This design comes from an exercise in tuning for small area on the open sky130 flow, not from production work. Function was checked by simulation only, so behaviour that the tests miss may differ from the original. No run shown here takes its clock network from TritonCTS; it comes from the design's own scripts or RTL. The flow treats the clock pin as an ideal source. Dropping or thinning the clock tree relies on that and would not hold on a real chip. Power figures rest on the tool's default switching activity, not on a simulated workload.

==> flow/design.v <==
module ufa_top (
  input             clk,
  input             rst,
  input             in_valid,
  output            in_ready,
  input      [1:0]  in_op,
  input      [7:0]  in_data,
  input      [31:0] in_now,
  output            out_valid,
  input             out_ready,
  output     [1:0]  out_kind,
  output     [31:0] out_data
);
  localparam [1:0] OP_FEED = 2'd0, OP_TICK = 2'd1, OP_LOCK = 2'd2;
  localparam [1:0] K_WAKE = 2'd0, K_TX = 2'd1, K_EVENT = 2'd2, K_DIAG = 2'd3;
  localparam [3:0] D_OVERFLOW = 4'd1, D_TOO_SHORT = 4'd2, D_CHECKSUM = 4'd3,
                   D_SIZE = 4'd4, D_SOURCE = 4'd5, D_UNK_CMD = 4'd6,
                   D_UNK_SUB = 4'd7, D_CONFIG = 4'd8;
  localparam [3:0] E_STATUS = 4'd1, E_LOCK = 4'd2, E_LOW_BAT = 4'd3,
                   E_DISCOVERY = 4'd4, E_SETTING = 4'd5, E_UNKNOWN = 4'd6;
  localparam [2:0] LS_PIN = 3'd0, LS_NFC = 3'd1, LS_USER = 3'd2, LS_SELF = 3'd3,
                   LS_TIMEOUT = 3'd4, LS_JAM = 3'd5;
  localparam [1:0] S_IDLE = 2'd0, S_DIAG = 2'd1, S_EVT = 2'd2, S_TX = 2'd3;
  localparam [1:0] F_LOCK = 2'd0, F_ACK = 2'd1, F_DISC = 2'd2, F_POLL = 2'd3;
  localparam [31:0] T_FRAME = 32'd10;
  localparam [31:0] T_POLL  = 32'd1800000;
  reg [5:0]  rx_len;
  reg [7:0]  h_cmd, h_len;
  reg [7:0]  h_ss;
  reg        bad_src;        
  reg [7:0]  h_p;            
  reg        p_ov, p_90;     
  reg [7:0]  x_prev;         
  reg [7:0]  b_last;         
  reg [31:0] lbt;            
  reg [31:0] lp;             
  reg        lp_zero;        
  reg        discovered;
  reg [3:0]  ph;             
  reg        armed;          
  reg        lpl;            
  reg        ba, ga, bb, gb;   
  reg [1:0]  st;
  reg [1:0]  ftype;
  reg [2:0]  k;              
  reg        poll_pend;
  reg        f_sum;          
  reg [1:0] nb;
  always @(*) nb = in_now[{ph, 1'b0} +: 2];
  wire [1:0] ka = T_FRAME[{ph, 1'b0} +: 2];
  wire [1:0] kb = T_POLL[{ph, 1'b0} +: 2];
  wire       first = (ph == 4'd0);
  wire [1:0] ra = lbt[1:0];
  wire [1:0] rb = lp[1:0] & {2{~lp_zero}};
  wire [2:0] da = {1'b0, nb} - {1'b0, ra} - {2'b0, ba & ~first};
  wire [2:0] db = {1'b0, nb} - {1'b0, rb} - {2'b0, bb & ~first};
  wire ga0 = (da[0] != ka[0]) ? da[0] : (ga & ~first);
  wire ga1 = (da[1] != ka[1]) ? da[1] : ga0;
  wire gb0 = (db[0] != kb[0]) ? db[0] : (gb & ~first);
  wire gb1 = (db[1] != kb[1]) ? db[1] : gb0;
  wire [5:0] n = rx_len;
  wire ovf        = (n == 6'd0);           
  wire chk_short  = n < 6'd5;
  wire chk_sum    = f_sum;
  wire chk_size   = {3'd0, n} != ({1'b0, h_len} + 9'd5);
  wire c11 = (h_cmd == 8'h11);
  wire c30 = (h_cmd == 8'h30);
  wire c33 = (h_cmd == 8'h33);
  wire c37 = (h_cmd == 8'h37);
  wire c44 = (h_cmd == 8'h44);
  wire cot = ~(c11 | c30 | c33 | c37 | c44);
  wire src_ok_now = (h_ss == 8'hB0) || (h_ss == 8'hB1 && c11);   
  wire chk_src_ok = ~bad_src;
  wire frame_ok   = !chk_short && !chk_sum && !chk_size && chk_src_ok;
  wire t_short = chk_short;
  wire t_sum   = ~chk_short & chk_sum;
  wire t_size  = ~chk_short & ~chk_sum & chk_size;
  wire t_src   = ~chk_short & ~chk_sum & ~chk_size & ~chk_src_ok;
  wire len0 = (n == 6'd5);
  wire len2 = (n >= 6'd7);
  wire q09 = ~p_ov & (h_p == 8'h09);
  wire q15 = ~p_ov & (h_p == 8'h15);
  wire q18 = ~p_ov & (h_p == 8'h18);
  wire q19 = ~p_ov & (h_p == 8'h19);
  wire q1B = ~p_ov & (h_p == 8'h1B);
  wire qA7 = ~p_ov & (h_p == 8'hA7);
  wire qFF = ~p_ov & (h_p == 8'hFF);
  wire q00 = ~p_ov & (h_p == 8'h00);
  wire qpin = p_ov & ~p_90;
  wire qnfc = p_ov & p_90;
  wire qlock = q09 | q15 | q18 | q19 | q1B | qpin | qnfc;
  wire qknown = qlock | qA7;
  wire v30 = frame_ok & c30;
  wire t_unksub = v30 & (len0 | ~qknown);
  wire t_cfg    = frame_ok & c37;
  wire t_unkcmd = frame_ok & cot;
  wire d_v = ovf | t_short | t_sum | t_size | t_src | t_unksub | t_cfg | t_unkcmd;
  wire e_status = frame_ok & c11 & ~len0 & (qFF | q00);
  wire e_lock   = v30 & ~len0 & qlock;
  wire e_bat    = v30 & ~len0 & qA7;
  wire e_disc   = frame_ok & c44;
  wire e_set    = frame_ok & c33;
  wire e_unk    = t_unkcmd | t_unksub;
  wire e_v = e_status | e_lock | e_bat | e_disc | e_set | e_unk;
  wire [1:0] c_reply = e_set ? F_ACK : (e_disc ? F_DISC : 2'd0);
  reg [7:0] tx_c;
  always @(*) begin
    case ({ftype, k})
      {F_LOCK, 3'd2}: tx_c = 8'h10;
      {F_LOCK, 3'd3}: tx_c = 8'hA0;
      {F_LOCK, 3'd5}: tx_c = 8'h01;
      {F_LOCK, 3'd7}: tx_c = 8'hB1;
      {F_ACK,  3'd2}: tx_c = 8'h33;
      {F_ACK,  3'd3}: tx_c = 8'hA1;
      {F_ACK,  3'd6}: tx_c = 8'h92;
      {F_DISC, 3'd2}: tx_c = 8'h44;
      {F_DISC, 3'd3}: tx_c = 8'hA1;
      {F_DISC, 3'd5}: tx_c = 8'h01;
      {F_DISC, 3'd7}: tx_c = 8'hE4;
      {F_POLL, 3'd2}: tx_c = 8'h11;
      {F_POLL, 3'd3}: tx_c = 8'hA0;
      {F_POLL, 3'd6}: tx_c = 8'hB1;
      default:        tx_c = 8'h00;
    endcase
  end
  wire m_tt  = poll_pend & (ftype == F_LOCK) & (k[2:1] == 2'b11);
  wire m_seq = (ftype == F_ACK  & (k == 3'd4 | k == 3'd6)) |
               (ftype == F_DISC & (k == 3'd4 | k == 3'd7));
  wire [7:0] tx_byte = tx_c ^ {8{m_tt}} ^ ({8{m_seq}} & h_ss);
  wire tx_last = (ftype == F_LOCK || ftype == F_DISC) ? (k == 3'd7) : (k == 3'd6);
  wire sd = (st == S_DIAG);
  wire se = (st == S_EVT);
  wire sx = (st == S_TX);
  wire wake = sx & (k[2:1] == 2'd0);
  wire o_ovf   = sd & ovf;
  wire o_short = sd & ~ovf & t_short;
  wire o_sum   = sd & t_sum;
  wire o_size  = sd & t_size;
  wire o_src   = sd & t_src;
  wire o_usub  = sd & t_unksub;
  wire o_cfg   = sd & t_cfg;
  wire o_ucmd  = sd & t_unkcmd;
  wire o_stat  = se & e_status;
  wire o_lock  = se & e_lock;
  wire o_bat   = se & e_bat;
  wire o_disc  = se & e_disc;
  wire o_set   = se & e_set;
  wire o_unk   = se & e_unk;
  wire o_unkany = o_ucmd | o_unk;
  wire o_tx    = sx & ~wake;
  wire o_slot  = o_lock & p_ov & len2;
  reg [31:0] o_data;
  always @(*) begin
    o_data = 32'd0;
    o_data[0] = o_ovf | o_sum | o_src | o_usub | o_stat | o_bat | o_set;
    o_data[1] = o_short | o_sum | o_ucmd | o_usub | o_lock | o_bat | o_unk;
    o_data[2] = o_size | o_src | o_ucmd | o_usub | o_disc | o_set | o_unk;
    o_data[3] = o_cfg;
    if (wake) o_data[0] = ~k[0];
    o_data[4] = (o_usub & ~len0) | (o_stat & qFF) | (o_lock & (qnfc | q18 | q19 | q09));
    o_data[5] = o_lock & (q15 | q18 | q19);
    o_data[6] = o_lock & (q1B | q09);
    o_data[7] = o_slot;
    o_data[15:8]  = ({8{o_ovf}} & 8'd40)
                  | ({8{o_short | o_size}} & {2'd0, n})
                  | ({8{o_sum | o_src}} & h_ss)
                  | ({8{o_usub & ~len0 | o_slot}} & h_p)
                  | ({8{o_unkany}} & h_cmd);
    o_data[16] = o_lock & (q15 | q18 | q19 | q1B | qpin | qnfc);
    o_data[17] = o_lock & (q15 | q18 | q1B);
    o_data[23:16] = o_data[23:16]
                  | ({8{o_size}} & h_len)
                  | ({8{o_sum | o_src}} & h_cmd)
                  | ({8{o_unkany}} & h_ss);
    o_data[31:24] = {8{o_unkany}} & h_len;
    if (o_tx) o_data[7:0] = tx_byte;
  end
  wire       o_valid = (sd & k[0] & d_v) | (se & e_v) | sx;
  wire [1:0] o_kind  = sd ? K_DIAG : se ? K_EVENT : (wake ? K_WAKE : K_TX);
  assign out_valid = o_valid;
  assign out_kind  = o_kind;
  assign out_data  = o_data;
  wire out_fire = o_valid & out_ready;
  wire idle     = (st == S_IDLE);
  wire last_ph  = (ph == 4'd15);
  wire vnow = first ? (in_valid & idle) : armed;
  wire can     = (ph[2:0] == 3'd7);    
  wire ph_ld   = (ph[3] ^ (ph[2:0] == 3'd7)) & ~last_ph;
  wire feed_ld = armed & ph_ld & (in_op == OP_FEED);
  wire [7:0] in_rot = {in_data[0], in_data[7:1]};    
  wire ib      = in_rot[ph[2:0]];
  wire tick_wait = (in_op == OP_TICK) & pf & ~lpl;
  assign in_ready = idle & last_ph & armed & ~tick_wait;
  wire acc = in_valid & in_ready;
  wire fd       = (n != 6'd0) & ga1;
  wire fvalid   = fd & frame_ok;
  wire disc_new = discovered | fvalid;
  wire pf       = disc_new & ((fvalid & (h_cmd == 8'h44)) | gb1);
  wire acc_feed = acc & (in_op == OP_FEED);
  wire acc_tick = acc & (in_op == OP_TICK);
  wire acc_lock = acc & (in_op == OP_LOCK);
  always @(posedge clk) begin
    lbt <= {(vnow & (in_op == OP_FEED)) ? nb : lbt[1:0], lbt[31:2]};
    lp  <= {lpl ? nb : lp[1:0], lp[31:2]};
    ba <= da[2];
    bb <= db[2];
    ga <= ga1;
    gb <= gb1;
    if (first) armed <= in_valid & idle;
    b_last <= {feed_ld ? ib : b_last[0], b_last[7:1]};
    x_prev <= {feed_ld ? (x_prev[0] ^ b_last[0]) & (rx_len != 6'd0) : x_prev[0],
               x_prev[7:1]};
    if (ph_ld & idle) f_sum <= ((ph == 4'd7) ? 1'b0 : f_sum) | (x_prev[0] ^ b_last[0]);
    if (sd & ~k[0] & can & ~chk_short & chk_sum) begin
      h_ss  <= x_prev;
      h_cmd <= b_last;
    end
    if (acc_feed) begin
      case (rx_len)
        6'd0: h_cmd <= in_data;
        6'd1: h_ss <= in_data;
        6'd2: begin
          bad_src <= ~src_ok_now;
          if (src_ok_now) h_ss <= in_data;
        end
        6'd3: h_len <= in_data;
        6'd4: begin
          h_p  <= in_data;
          p_ov <= 1'b0;
        end
        6'd5: if (h_p == 8'h13 || h_p == 8'h90) begin
          h_p  <= in_data;
          p_ov <= 1'b1;
          p_90 <= h_p[7];
        end
        default: ;
      endcase
    end
    if (acc_lock) poll_pend <= in_data[0];
    if (acc_tick) poll_pend <= pf;
  end
  always @(posedge clk) begin
    if (rst) begin
      ph         <= 4'd0;
      st         <= S_IDLE;
      k          <= 3'd0;
      rx_len     <= 6'd0;
      discovered <= 1'b0;
      lp_zero    <= 1'b1;
      lpl        <= 1'b0;
    end else begin
      ph <= ph + 4'd1;
      if (last_ph) lpl <= idle & armed & in_valid & tick_wait;
      case (st)
        S_IDLE: begin
          if (acc_feed) begin
            if (rx_len == 6'd39) begin
              rx_len <= 6'd0;
              st     <= S_DIAG;
            end else begin
              rx_len <= rx_len + 6'd1;
            end
          end
          if (acc_lock) begin
            ftype <= F_LOCK;
            st    <= S_TX;
          end
          if (acc_tick) begin
            discovered <= disc_new;
            if (pf) lp_zero <= 1'b0;
            if (fd) begin
              st <= S_DIAG;
            end else if (pf) begin
              ftype <= F_POLL;
              st    <= S_TX;
            end
          end
        end
        S_DIAG: begin
          if (~k[0]) begin
            if (can) k <= 3'd1;
          end else if (out_ready) begin
            k  <= 3'd0;
            st <= ovf ? S_IDLE : S_EVT;
          end
        end
        S_EVT: begin
          if (out_ready) begin
            rx_len <= 6'd0;
            ftype  <= (c_reply != 2'd0) ? c_reply : F_POLL;
            st     <= ((c_reply != 2'd0) | poll_pend) ? S_TX : S_IDLE;
          end
        end
        S_TX: begin
          if (out_ready) begin
            k <= k + 3'd1;
            if (tx_last) begin
              k     <= 3'd0;
              ftype <= F_POLL;
              if (ftype == F_POLL || ftype == F_LOCK || !poll_pend)
                st <= S_IDLE;
            end
          end
        end
      endcase
    end
  end
endmodule
==> flow/flow/run.sh <==
#!/bin/bash
# Own layout flow: the standard flow (standard.sh) with
#  1. the standard synthesis, then its combinational logic re-mapped by ABC with
#     area-oriented scripts (every register cell, name and type is kept: the
#     registers are blackboxes to ABC); several runs of ABC's &deepsyn run in
#     parallel, in three rounds, and the smallest netlist is kept;
#  2. ports buffered with buf_1 (still one buffer per port);
#  3. a hand-built two-level clock tree (flow/manual_cts.tcl) instead of
#     TritonCTS.
# Each tool writes its full output to a log of its own in this folder.
set -euo pipefail
HERE=$(pwd)
PLAT=$FLOW_HOME/platforms/$FLOW_PLATFORM
LIB=$PLAT/lib/sky130_fd_sc_hd__tt_025C_1v80.lib
RES=$HERE/orfs/results/$FLOW_PLATFORM/ufa_top/base
VARS=("BUFFER_PORTS_ARGS=-buffer_cell sky130_fd_sc_hd__buf_1"
      "PRE_CTS_TCL=$HERE/flow/manual_cts.tcl")

# 1. standard synthesis up to the Yosys netlist
bash standard.sh "${VARS[@]}" "$RES/1_2_yosys.v" > log_1_synth.log 2>&1

# 2. re-map the combinational logic
python3 flow/genmodels.py "$LIB" cells_models.v > log_2_models.log 2>&1
DU=$(sed -n '/DONT_USE_CELLS/,/^$/p' $PLAT/config.mk | grep -o 'sky130_fd_sc_hd__[a-z0-9_]*' | sed 's/^/-dont_use /' | tr '\n' ' ')
cp "$RES/1_2_yosys.v" resyn_r0.v

# resyn IN OUT TAG ABC-LINES...: one ABC run on the combinational logic of IN
resyn() {
  local in=$1 out=$2 tag=$3; shift 3
  printf '%s\n' "$@" > "abc_$tag.script"
  cat > "resyn_$tag.ys" <<EOS
read_verilog cells_models.v
read_verilog $in
hierarchy -top $FLOW_TOP
flatten
techmap
opt -fast
opt_clean
abc -script $HERE/abc_$tag.script -liberty $LIB $DU
opt_clean -purge
splitnets
hilomap -singleton -hicell sky130_fd_sc_hd__conb_1 HI -locell sky130_fd_sc_hd__conb_1 LO
insbuf -buf sky130_fd_sc_hd__buf_1 A X
opt_clean -purge
rename -hide w:*.*
write_verilog -noattr -nohex -nodec $out
tee -q -o stat_$tag.txt stat -liberty $LIB
EOS
  yosys -s "resyn_$tag.ys" > "log_2_resyn_$tag.log" 2>&1 || true
}
area_of() { grep -h 'Chip area' "stat_$1.txt" 2>/dev/null | awk '{print $NF}' || true; }

# three rounds of four &deepsyn runs (two seeds, with and without two-input
# LUTs): rounds 1 and 2 start from the standard netlist, round 3 from the
# smallest netlist so far; the smallest netlist of all is kept
best_in=resyn_r0.v; best_a=""
for round in 1 2 3; do
  start=resyn_r0.v
  [[ $round == 3 ]] && start=$best_in
  tags=()
  for seed in 1 2; do
    for lut in n t; do
      s=$(( (round - 1) * 2 + seed ))
      tag=r${round}s${s}$lut
      tags+=($tag)
      opt=""; [[ $lut == t ]] && opt="-t"
      resyn $start resyn_$tag.v $tag strash ifraig dc2 '&get -n' '&st' \
        "&deepsyn -T 60 -S $s $opt" '&dch -f' '&nf -a -R 1000' '&put' topo &
    done
  done
  wait
  for tag in "${tags[@]}"; do
    a=$(area_of $tag)
    [[ -n "$a" && -s resyn_$tag.v ]] || continue
    if [[ -z "$best_a" ]] || awk -v a="$a" -v b="$best_a" 'BEGIN{exit !(a < b)}'; then
      best_in=resyn_$tag.v; best_a=$a
    fi
  done
  echo "after round $round: $best_in ($best_a)" >> resyn_choice.log
done
cp $best_in 1_2_yosys_resyn.v
cp 1_2_yosys_resyn.v "$RES/1_2_yosys.v"
rm -f "$RES/1_synth.odb" "$RES/1_synth.sdc"

# 3. the rest of the standard flow
bash standard.sh "${VARS[@]}" finish > log_3_layout.log 2>&1
==> flow/flow/genmodels.py <==
#!/usr/bin/env python3
"""Write Verilog models of the combinational cells of a liberty file (sequential
cells become blackboxes), so that Yosys can flatten a mapped netlist into plain
logic while leaving every register cell untouched.
usage: genmodels.py LIB OUT"""
import re, sys
lib = open(sys.argv[1]).read()
out = []
for p in re.split(r'\n\s*cell \("', lib)[1:]:
    name = p[:p.index('"')]
    seq = ('ff (' in p) or ('latch (' in p) or ('statetable' in p)
    ins, outs = [], []
    for pn, pb in re.findall(r'pin \("(\w+)"\)\s*\{(.*?)\n\s{8}\}', p, re.S):
        d = re.search(r'direction : "?(\w+)"?', pb)
        if not d:
            continue
        if d.group(1) == 'input':
            ins.append(pn)
        elif d.group(1) == 'output':
            f = re.search(r'function : "(.*?)"', pb)
            outs.append((pn, f.group(1) if f else None))
    ins = list(dict.fromkeys(ins))
    outs = list({o: (o, f) for o, f in outs}.values())
    ports = ', '.join(ins + [o for o, _ in outs])
    decl = ''.join(f' input {i};\n' for i in ins)
    if seq or not outs or any(f is None for _, f in outs):
        out.append(f'(* blackbox *) module {name}({ports});\n{decl}'
                   + ''.join(f' output {o};\n' for o, _ in outs) + 'endmodule\n')
        continue
    body = ''
    for o, f in outs:
        g = f.replace('!', '~')
        g = re.sub(r"(\w+)'", r'~\1', g)
        g = re.sub(r'(\w|\))\s+(?=[\w(~])', r'\1 & ', g)
        body += f' output {o};\n assign {o} = {g};\n'
    out.append(f'module {name}({ports});\n{decl}{body}endmodule\n')
open(sys.argv[2], 'w').write('\n'.join(out))
==> flow/flow/manual_cts.tcl <==
# manual clock tree: clk port -> one root buffer -> NL leaf buffers -> registers
proc manual_cts {root_master leaf_master nleaf} {
  set block [ord::get_db_block]
  set db [ord::get_db]
  set clknet [$block findNet clk]
  set sinks {}
  foreach it [$clknet getITerms] { lappend sinks $it }
  # sort sinks by x, split into nleaf groups of sorted-by-y columns
  set pts {}
  foreach it $sinks {
    set inst [$it getInst]
    set loc [$inst getLocation]
    lappend pts [list [lindex $loc 0] [lindex $loc 1] $it]
  }
  set pts [lsort -integer -index 0 $pts]
  set n [llength $pts]
  set groups {}
  set ncol [lindex $nleaf 0]; set nrow [lindex $nleaf 1]
  set percol [expr {int(ceil(double($n)/$ncol))}]
  for {set c 0} {$c < $ncol} {incr c} {
    set col [lrange $pts [expr {$c*$percol}] [expr {min($n,($c+1)*$percol)-1}]]
    set col [lsort -integer -index 1 $col]
    set m [llength $col]
    set per [expr {int(ceil(double($m)/$nrow))}]
    for {set r 0} {$r < $nrow} {incr r} {
      lappend groups [lrange $col [expr {$r*$per}] [expr {min($m,($r+1)*$per)-1}]]
    }
  }
  set rm [$db findMaster $root_master]
  set lm [$db findMaster $leaf_master]
  set sx 0; set sy 0
  foreach p $pts { incr sx [lindex $p 0]; incr sy [lindex $p 1] }
  set root [odb::dbInst_create $block $rm clkroot]
  $root setLocation [expr {$sx/$n}] [expr {$sy/$n}]
  $root setPlacementStatus PLACED
  [$root findITerm A] connect $clknet
  set rnet [odb::dbNet_create $block clknet_root]
  $rnet setSigType CLOCK
  [$root findITerm X] connect $rnet
  set gi 0
  foreach grp $groups {
    if {[llength $grp] == 0} continue
    set gx 0; set gy 0
    foreach p $grp { incr gx [lindex $p 0]; incr gy [lindex $p 1] }
    set k [llength $grp]
    set lb [odb::dbInst_create $block $lm clkleaf_$gi]
    $lb setLocation [expr {$gx/$k}] [expr {$gy/$k}]
    $lb setPlacementStatus PLACED
    [$lb findITerm A] connect $rnet
    set lnet [odb::dbNet_create $block clknet_leaf_$gi]
    $lnet setSigType CLOCK
    [$lb findITerm X] connect $lnet
    foreach p $grp { set it [lindex $p 2]; $it disconnect; $it connect $lnet }
    incr gi
  }
}

# Build the clock tree by hand: clk -> one clkbuf_8 -> ten clkbuf_8, each
# driving the registers of one region (5 columns x 2 rows, equal counts).
manual_cts sky130_fd_sc_hd__clkbuf_8 sky130_fd_sc_hd__clkbuf_8 {5 2}
set_propagated_clock [all_clocks]
# the tree is in place: the flow's TritonCTS call becomes a no-op
rename clock_tree_synthesis __tritoncts_not_used
proc clock_tree_synthesis {args} {
  puts "clock tree built by the PRE_CTS_TCL hook; TritonCTS not run"
}
==> flow/standard.sh <==
#!/bin/bash
# synth_recipe.tcl (not shown) runs the flow's synth.tcl, then flattens the netlist and writes it again
# the make line also repeats each setting of config.mk as NAME=value (left out here)
make -C /OpenROAD-flow-scripts/flow DESIGN_CONFIG=/design/flow/config.mk WORK_HOME=/design/flow/orfs CLKGATE_MAP_FILE= SYNTH_SCRIPT=/design/flow/synth_recipe.tcl "${@:-finish}"
==> flow/config.mk <==
export PLATFORM = sky130hd
export DESIGN_NAME = ufa_top
export DESIGN_NICKNAME = ufa_top
export VERILOG_FILES = /design/flow/design.v
export SDC_FILE = /design/flow/constraint.sdc
export NUM_CORES = 4
export LEC_CHECK = 0
export CAP_MARGIN = 0
export CORE_MARGIN = 2
export CORE_UTILIZATION = 40
export GPL_TIMING_DRIVEN = 0
export SLEW_MARGIN = 0
==> flow/constraint.sdc <==
create_clock -name core_clock -period 10.0 [get_ports {clk}]
set_input_delay 2.0000 -clock core_clock [delete_from_list [all_inputs] [get_ports {clk}]]
set_output_delay 2.0000 -clock core_clock [all_outputs]
set_load 0.01 [all_outputs]
==> run summary, run 1 <==
- Fin. max-slew vios: 0
- CP required: 8.00 ns
- Min-Delay Path Class: register to register
- Setup TNS: 0 ns
- Routability Congestion: 0.972
- Layout fillers: around 1400
- Slew Limit Headroom: 0.265
- Die width: 124 µm
- Layout net count: 773
- Leak: approximately 0.0023 µW
- Max-cap violations: 0
- RSZ-0062 raised after global routing: false
- DR DRC count: 0
- Worst Setup End Kind: primary output
- Vias per Instance: 5.68
- Most common cell after layout, fill and taps aside: dfxtp_1
- Die Y: 124 µm
- Ratio of cells with drive above 1 in the final layout: 0.0193
- Diode count: 0
- Pre-CTS WS: 2.79 ns
- Final instance area: 0.00644 mm²
- Dpl hpwl: 11600 µm
- Vias in the first global route: 4752
- Area after DPL: 0.00629 mm²
- Wire per inst: 17.1 µm
- Type of the worst setup path: input port to primary output
- DIE AREA: between 0.015 and 0.02 mm²
- First-pass GRT wire length: around 24000 µm
- Worst Clk Skew: roughly 0.023 ns
- Fmax: roughly 140 MHz
- Yosys warns: 1
- Core area: 0.0139 mm²
- Antenna-violating nets left: 0
- Post-Syn Area: 0.00575 mm²
- Grt total ovfl: 0
- Status: no timing/DRC/antenna violations
- Initial Utilization: 0.412
- Antenna violations before repair: 0
- Pre-antenna DRT Iters: 5
- Largest net degree at the start of global routing: 19
- Slack of the critical path: 2.77 ns
- Port bufs: 79
- Setup bufs post-CTS: 0
- Startpoint Class: input port
- Area growth syn-to-layout: 12.1%
- VDD IR max: 126 µV
- Total Power: 947 µW
- Finished Layout Cells: 905
- Reg clk slew, reported paths: 0.10 ns
- Post-Route WL: 15500 µm
- Final period util: 0.723
- Power per standard cell area: 147 mW/mm²
- 1st-iter DRT viols: 357
- Later-pin clock latency in the skew report: 0.41 ns
- Worst-path fanout max: 7
- Slew @ Worst Pin: 1.10 ns
- Synth Area per Inst: 9.08 µm²
- Most frequent cells in the layout: 119 x dfxtp_1, 96 x nor2_1, 81 x buf_1, 77 x nand2_1, 31 x o21ai_0
- I/O pins: approximately 80
- Setup violations, final: 0
- Detailed-route via count: 5144
- Worst EP arrival: 5.23 ns
- Syn Inst Count: roughly 630
- Rows: 43
- Final hold violations: 0
- Minimum clock period: 7.23 ns
- Placed Cells: roughly 900
- Resized Gates After CTS: 0
- Hold_buf cts: 0
- Total GRT Usage: 0.200
[metrics by stage]
step                utilization  hold slack, ns
finish                    0.462           0.305
global route              0.462           0.316
CTS                       0.462           0.310
detailed placement        0.451           0.312
global placement          0.450           0.312
floorplan                     -           0.310
[metal layers]
| layer | vias up | track usage | routed length [µm] |
|---|---|---|---|
| met4 | 0 | 0.0369 | 259 |
| met3 | 22 | 0.0192 | 1090 |
| met5 | - | 0 | 0 |
| met2 | 159 | 0.321 | 7060 |
| met1 | 2474 | 0.295 | 7110 |
| li1 | 2489 | - | - |
[area by class of cell]
class,instances,area [µm²],area share
multi-input cells,471,2610,0.405
flip-flops and latches,142,3070,0.477
well taps,180,225,0.0350
plain buffers,13,159,0.0247
repair buffers,80,302,0.0468
inverters,19,71.3,0.0111
[state kept, by name (all words and copies together), names as in the netlist, 2 cells and up]
register and flops:
lbt 32, lp 32, b_last 8, h_cmd 8, h_len 8, h_p 8, h_ss 8, x_prev 8
rx_len 6, ph 4, k 3, ftype 2, st 2
[power breakdown]
group	leakage (µW)	total, µW	switching (µW)	internal [µW]
Clock	0.0000791	266	167	98.9
Sequential	0.00118	621	12.1	609
Combinational	0.00108	60.1	35.9	24.2
[final timing paths]
check,startpoint,endpoint,slack [ns],cells after the start
setup / recovery,in_now[6],in_ready,2.77,15
hold / removal,lp[11],lp[9],0.31,0
setup reg to reg,ph[0],st[0],5.49,16
hold reg to reg,lp[11],lp[9],0.31,0
[critical path, cell delays in order]
cell and delay [ns]:
buf_1 0.07, o22ai_1 0.08, nor3_1 0.19, nor2_1 0.07, o21ai_0 0.76, nor2_1 0.15
a31oi_1 0.28, xnor2_1 0.16, clkinv_1 0.10, maj3_1 0.42, a31oi_1 0.33, or2_0 0.21
o21ai_0 0.11, nor2_1 0.15, buf_1 0.17
==> inputs of run 2 (changes only) <==
--- a/flow/config.mk
+++ b/flow/config.mk
@@ -6,7 +6,6 @@
 export NUM_CORES = 4
 export LEC_CHECK = 0
-export CAP_MARGIN = 0
+export CAP_MARGIN = 20
 export CORE_MARGIN = 2
 export CORE_UTILIZATION = 40
-export GPL_TIMING_DRIVEN = 0
-export SLEW_MARGIN = 0
+export SLEW_MARGIN = 20
==> run summary, run 2 <==
- Status: no timing/DRC/antenna violations (unchanged)
- Pre-antenna DRT Iters: 7 (was 5)
- VDD IR max: 140 µV (was 126 µV)
- Post-Syn Area: 0.00575 mm² (unchanged)
- Fin. max-slew vios: 0 (unchanged)
- Worst Clk Skew: 0.0235 ns (was 0.0234 ns)
- I/O pins: 82 (unchanged)
- Layout fillers: 1384 (was 1386)
- Resized Gates After CTS: 0 (unchanged)
- R2r setup slk: 5.61 ns (was 5.49 ns)
- Area growth syn-to-layout: 12.1% (about the same)
- CP required: 8.00 ns (about the same)
- Min-Delay Path Class: register to register (unchanged)
- Slew @ Worst Pin: 0.960 ns (was 1.10 ns)
- DIE AREA: 0.0153 mm² (unchanged)
- Setup bufs post-CTS: 0 (unchanged)
- Rows: 43 (unchanged)
- Most used cell, CP: nor2_1 (unchanged)
- First-pass GRT wire length: 24700 µm (was 24500 µm)
- Dpl hpwl: 11600 µm (about the same)
- Hold path endpoint: lp[3] (was lp[9])
- Antenna-violating nets left: 0 (unchanged)
- Core area: 0.0139 mm² (unchanged)
- Ratio of cells with drive above 1 in the final layout: 0.0207 (was 0.0193)
- Wire per inst: 17.4 µm (was 17.1 µm)
- Crit Reg-Reg Endpoint: st[0] (unchanged)
- Total GRT Usage: 0.202 (was 0.200)
- Initial Utilization: 0.412 (unchanged)
- Critical-path cell list: buf_1, o22ai_1, nor3_1, nor2_1, o21ai_0, nor2_1, a31oi_1, xnor2_1, clkinv_1, maj3_1, a31oi_1, or2_0, o21ai_0, nor2_1, buf_1 (unchanged)
- Leak: 0.00234 µW (about the same)
- Most frequent cells in the layout: 119 x dfxtp_1, 96 x nor2_1, 79 x buf_1, 77 x nand2_1, 31 x o21ai_0 (was 119 x dfxtp_1, 96 x nor2_1, 81 x buf_1, 77 x nand2_1, 31 x o21ai_0)
- Setup TNS: 0 ns (unchanged)
- Antenna violations before repair: 0 (unchanged)
- Worst-path fanout max: 7 (unchanged)
- Routability Congestion: 0.953 (was 0.972)
- Final period util: 0.710 (was 0.723)
- Layout net count: 773 (unchanged)
- Max-cap violations: 0 (unchanged)
- Largest net degree at the start of global routing: 19 (unchanged)
- Yosys warns: 1 (unchanged)
- Vias per Instance: 5.73 (was 5.68)
- RSZ-0062 raised after global routing: false (unchanged)
- 1st-iter DRT viols: 579 (was 357)
- Pre-CTS WS: 2.89 ns (was 2.79 ns)
- Die Y: 124 µm (unchanged)
- R2R depth: 16 (unchanged)
- Startpoint Class: input port (unchanged)
- Port bufs: 79 (unchanged)
- Worst EP arrival: 5.10 ns (was 5.23 ns)
- Largest regs: lbt x32, lp x32 (unchanged)
- Syn Inst Count: 633 (unchanged)
- Final hold violations: 0 (unchanged)
- WHS: 0.304 ns (was 0.305 ns)
- DR DRC count: 0 (unchanged)
- Type of the worst setup path: input port to primary output (unchanged)
- Synth Area per Inst: 9.08 µm² (unchanged)
- CP max-delay cell: o21ai_0 (unchanged)
- Diode count: 0 (unchanged)
- Reg clk slew, reported paths: 0.10 ns (about the same)
- Post-Route WL: 15700 µm (was 15500 µm)
- Hold_buf cts: 0 (unchanged)
- Power per standard cell area: 147 mW/mm² (about the same)
- Slew Limit Headroom: 0.359 (was 0.265)
- Die width: 124 µm (unchanged)
- Setup violations, final: 0 (unchanged)
- Fmax: 141 MHz (was 138 MHz)
- Slack of the critical path: 2.90 ns (was 2.77 ns)
- Worst Setup End Kind: primary output (unchanged)
- Most common cell after layout, fill and taps aside: dfxtp_1 (unchanged)
- Grt total ovfl: 0 (unchanged)
- Hold Crit Start: lp[5] (was lp[11])
- Detailed-route via count: 5186 (was 5144)
- Worst hold path depth: 0 (unchanged)
- Reg-to-Reg Start: ph[0] (unchanged)
- Later-pin clock latency in the skew report: 0.41 ns (about the same)
- Crit path largest cell delay: 0.69 ns (was 0.76 ns)
- Minimum clock period: 7.10 ns (was 7.23 ns)
- Vias in the first global route: 4689 (was 4752)
==> run 2: per-layer routing <==
metal	global-route usage	routed length (µm)
met5	0	0
met4	0.0511	400
met3	0.0220	1090
met2	0.321	7000
met1	0.294	7250
==> run 2: worst max path at each step <==
stage	from	end	slack (ns)	cells after the start
detailed placement	in_now[6]	in_ready	2.89	15
floorplan	in_now[6]	in_ready	3.61	13
global route	in_now[6]	in_ready	2.62	15
global placement	in_now[6]	in_ready	3.00	15
CTS	in_now[6]	in_ready	2.88	15
finish	in_now[6]	in_ready	2.90	15
==> run 2: worst max-delay path, delay by kind of cell <==
family                     cells  cell delay (ns)
adders and majority gates      1             0.40
buffers and inverters          3             0.32
xor gates and xnor gates       1             0.16
and+or+nand+nor                5             0.75
AOI/OAI and AO/OA              5             1.46
==> run 2: per-stage QoR <==
step	area (µm²)	std cells	power [µW]	util
after floorplan	5750	634	668	-
after global placement	6290	894	689	0.452
after detailed placement	6290	894	691	0.452
after CTS	6450	905	957	0.463
after global routing	6450	905	983	0.463
final	6450	905	947	0.463
==> run 2: cell type report <==
cell class | count | area (µm²) | share of cell area
Sequential cell | 142 | 3070 | 0.477
Multi-Input combinational cell | 471 | 2610 | 0.404
Timing Repair Buffer | 82 | 319 | 0.0495
Tap cell | 180 | 225 | 0.0349
Buffer | 11 | 151 | 0.0235
Inverter | 19 | 71.3 | 0.0111
==> run 2: power breakdown <==
part | leakage (µW) | internal (µW) | switching, µW
clock | 0.0000791 | 98.9 | 169
combinational | 0.00109 | 24.0 | 34.2
sequential | 0.00118 | 609 | 11.9
==> inputs of run 3 (changes only) <==
--- a/flow/design.v
+++ b/flow/design.v
@@ -26,5 +26,7 @@
   localparam [31:0] T_POLL  = 32'd1800000;
   reg [5:0]  rx_len;
-  reg [7:0]  h_cmd, h_len;
+  reg [7:0]  h_cmd;
+  reg [7:0]  h_len;          
+  reg        f_size;         
   reg [7:0]  h_ss;
   reg        bad_src;        
@@ -63,5 +65,6 @@
   wire chk_short  = n < 6'd5;
   wire chk_sum    = f_sum;
-  wire chk_size   = {3'd0, n} != ({1'b0, h_len} + 9'd5);
+  wire chk_size   = f_size;
+  wire [5:0] n5   = n - 6'd5;      
   wire c11 = (h_cmd == 8'h11);
   wire c30 = (h_cmd == 8'h30);
@@ -170,8 +173,7 @@
     o_data[17] = o_lock & (q15 | q18 | q1B);
     o_data[23:16] = o_data[23:16]
-                  | ({8{o_size}} & h_len)
-                  | ({8{o_sum | o_src}} & h_cmd)
+                  | ({8{o_sum | o_src | o_size}} & h_cmd)
                   | ({8{o_unkany}} & h_ss);
-    o_data[31:24] = {8{o_unkany}} & h_len;
+    o_data[31:24] = {2'd0, {6{o_unkany}} & n5};
     if (o_tx) o_data[7:0] = tx_byte;
   end
@@ -190,4 +192,5 @@
   wire [7:0] in_rot = {in_data[0], in_data[7:1]};    
   wire ib      = in_rot[ph[2:0]];
+  wire [7:0] n5_rot = {n5[0], 2'd0, n5[5:1]};        
   wire tick_wait = (in_op == OP_TICK) & pf & ~lpl;
   assign in_ready = idle & last_ph & armed & ~tick_wait;
@@ -216,4 +219,8 @@
       h_cmd <= b_last;
     end
+    if (sd & ~k[0] & can & ~chk_short & ~chk_sum & chk_size)
+      h_cmd <= h_len;
+    h_len <= {(feed_ld & (rx_len == 6'd3)) ? ib : h_len[0], h_len[7:1]};
+    if (ph_ld & idle) f_size <= ((ph == 4'd7) ? 1'b0 : f_size) | (h_len[0] ^ n5_rot[ph[2:0]]);
     if (acc_feed) begin
       case (rx_len)
@@ -224,5 +231,4 @@
           if (src_ok_now) h_ss <= in_data;
         end
-        6'd3: h_len <= in_data;
         6'd4: begin
           h_p  <= in_data;
==> run summary, run 3 <==
- Status: no timing/DRC/antenna violations (unchanged)
- Rows: 43 (unchanged)
- Setup TNS: 0 ns (unchanged)
- Max-cap violations: 0 (unchanged)
- Fin. max-slew vios: 0 (unchanged)
- Post-Route WL: 15700 µm (about the same)
- DIE AREA: 0.0150 mm² (was 0.0153 mm²)
- Most used cell, CP: nand2_1 (was nor2_1)
- Startpoint Class: input port (unchanged)
- Ratio of cells with drive above 1 in the final layout: 0.0172 (was 0.0207)
- Yosys warns: 1 (unchanged)
- RSZ-0062 raised after global routing: false (unchanged)
- Setup bufs post-CTS: 0 (unchanged)
- Die Y: 123 µm (was 124 µm)
- Total Power: 987 µW (was 947 µW)
- Pre-antenna DRT Iters: 8 (was 7)
- Critical-path cell list: buf_1, a222oi_1, nand2_1, and4_1, xor2_1, nand2_1, a21oi_1, nand2b_1, and3_1, nor2_1, maj3_1, nand2_1, o21ai_0, o21ai_0, nor2_1, a311oi_1, buf_1 (was buf_1, o22ai_1, nor3_1, nor2_1, o21ai_0, nor2_1, a31oi_1, xnor2_1, clkinv_1, maj3_1, a31oi_1, or2_0, o21ai_0, nor2_1, buf_1)
- Reg clk slew, reported paths: 0.08 ns (was 0.10 ns)
- Area growth syn-to-layout: 12.0% (was 12.1%)
- Resized Gates After CTS: 0 (unchanged)
- VDD IR max: 162 µV (was 140 µV)
- Diode count: 0 (unchanged)
- Setup violations, final: 0 (unchanged)
- Largest net degree at the start of global routing: 18 (was 19)
- Type of the worst setup path: input port to primary output (unchanged)
- Die width: 123 µm (was 124 µm)
- Leak: 0.00227 µW (was 0.00234 µW)
- Worst-path fanout max: 6 (was 7)
- Dpl hpwl: 11800 µm (was 11600 µm)
- Port bufs: 79 (unchanged)
- Detailed-route via count: 5017 (was 5186)
- Syn Inst Count: 607 (was 633)
- Post-Syn Area: 0.00563 mm² (was 0.00575 mm²)
- Worst EP arrival: 4.95 ns (was 5.10 ns)
- Layout net count: 745 (was 773)
- Initial Utilization: 0.407 (was 0.412)
- Power per standard cell area: 156 mW/mm² (was 147 mW/mm²)
- Routability Congestion: 0.931 (was 0.953)
- Grt total ovfl: 0 (unchanged)
- Fmax: 144 MHz (was 141 MHz)
- Crit path largest cell delay: 0.38 ns (was 0.69 ns)
- Total GRT Usage: 0.210 (was 0.202)
- Antenna-violating nets left: 0 (unchanged)
- CP required: 8.00 ns (about the same)
- Core area: 0.0138 mm² (was 0.0139 mm²)
- Antenna violations before repair: 0 (unchanged)
- Slew @ Worst Pin: 0.968 ns (was 0.960 ns)
- CP max-delay cell: maj3_1 (was o21ai_0)
- Final period util: 0.695 (was 0.710)
- Final Util: 0.456 (was 0.463)
- Worst Clk Skew: 0.0181 ns (was 0.0235 ns)
- DR DRC count: 0 (unchanged)
- Layout fillers: 1373 (was 1384)
- Synth Area per Inst: 9.27 µm² (was 9.08 µm²)
- Slew Limit Headroom: 0.349 (was 0.359)
- First-pass GRT wire length: 25300 µm (was 24700 µm)
- Critical path's top delay family: compound AO/OA/AOI/OAI gates (unchanged)
- Minimum clock period: 6.95 ns (was 7.10 ns)
- Multi-input gate area: 0.00255 mm² (was 0.00261 mm²)
- Min-Delay Path Class: register to register (unchanged)
- Most frequent cells in the layout: 127 x dfxtp_1, 84 x nand2_1, 79 x buf_1, 78 x nor2_1, 39 x o21ai_0 (was 119 x dfxtp_1, 96 x nor2_1, 79 x buf_1, 77 x nand2_1, 31 x o21ai_0)
- I/O pins: 82 (unchanged)
- Vias per Instance: 5.72 (was 5.73)
- Register area: 0.00302 mm² (was 0.00307 mm²)
- Largest regs: lbt x32, lp x32 (unchanged)
- Vias in the first global route: 4654 (was 4689)
- Later-pin clock latency in the skew report: 0.40 ns (was 0.41 ns)
- Hold_buf cts: 0 (unchanged)
- Wire per inst: 17.9 µm (was 17.4 µm)
- Final hold violations: 0 (unchanged)
- Most common cell after layout, fill and taps aside: dfxtp_1 (unchanged)
- 1st-iter DRT viols: 503 (was 579)
- Worst Setup End Kind: primary output (unchanged)
- WP buf/inv: 2 (was 3)
run 3: changes by cell type in the layout (fill, tap and decap cells not counted), moves of 6 or more:
| cell | change |
|---|---|
| a222oi_1 | +16 |
| a22oi_1 | -11 |
| dfxtp_1 | +8 |
| edfxtp_1 | -7 |
| nand2_1 | +7 |
| nand3_1 | -12 |
| nand4_1 | -6 |
| nor2_1 | -18 |
| nor2b_1 | +6 |
| nor3_1 | +8 |
| o21ai_0 | +8 |
| o22ai_1 | -16 |
run 3: area by class of cell:
cell class | count | area share
multi-input combinational | 449 | 0.404
inverter | 14 | 0.00833
tap | 180 | 0.0357
sequential | 143 | 0.479
buffer | 11 | 0.0240
timing repair buffer | 80 | 0.0482
run 3: metrics by stage:
stage / instance area, µm² / cells / worst slack, ns / hold slack, ns
global route: 6300 / 877 / 2.70 / 0.333
detailed placement: 6150 / 866 / 3.07 / 0.312
global placement: 6150 / 866 / 3.20 / 0.310
finish: 6300 / 877 / 3.05 / 0.326
floorplan: 5630 / 608 / 3.51 / 0.310
CTS: 6300 / 877 / 3.07 / 0.329
run 3: worst paths after layout:
check | slack [ns] | cells past startpoint | start | end
setup reg to reg | 5.80 | 18 | ph[0] | st[1]
hold reg to reg | 0.33 | 0 | lbt[29] | lbt[27]
setup / recovery | 3.05 | 17 | in_now[6] | in_ready
hold / removal | 0.33 | 0 | lbt[29] | lbt[27]
run 3: layer usage:
layer | share of wire | GRT usage
met5 | 0 | 0
met4 | 0.015 | 0.0381
met3 | 0.079 | 0.0177
met2 | 0.44 | 0.333
met1 | 0.47 | 0.316
run 3: where the power goes:
group | switching, µW | internal (µW) | total (µW)
registers | 17.6 | 615 | 633
logic | 55.0 | 38.4 | 93.4
clock network | 161 | 98.8 | 260

afterwards: timing with drivers on the ports:
In the flow no input, the clock included, has a driving cell. The finished layouts below were timed again as built, in two steps.
Step 1: set_driving_cell puts a clkbuf_16 on clk and a buf_2 on each other input, an assumption about the parent block.
Step 2 times the ports against the registers' clock, not the clock port: input delays grow and output delays shrink by t, the midpoint of the rising clock arrivals with the driver on.
Slacks: ideal ports / drivers / drivers and shift; pairs: ideal ports / drivers.
| run | shift t [ns] | setup WS [ns] | hold WS [ns] | worst register clock-pin slew, ns | cell pins on the clock port's net |
|---|---|---|---|---|---|
| run 1 | 0.431 | 2.773 / 2.749 / 2.749 | 0.305 / 0.305 / 0.305 | 0.10 / 0.10 | 1 |
| run 2 | 0.432 | 2.900 / 2.878 / 2.878 | 0.304 / 0.304 / 0.304 | 0.10 / 0.10 | 1 |
| run 3 | 0.429 | 3.049 / 3.027 / 3.027 | 0.326 / 0.326 / 0.326 | 0.10 / 0.10 | 1 |
After both steps setup and hold are still met in every run listed. The setup slack of run 1, which loses most, moves by -0.024 ns with the drivers and by -0.024 ns with both steps.
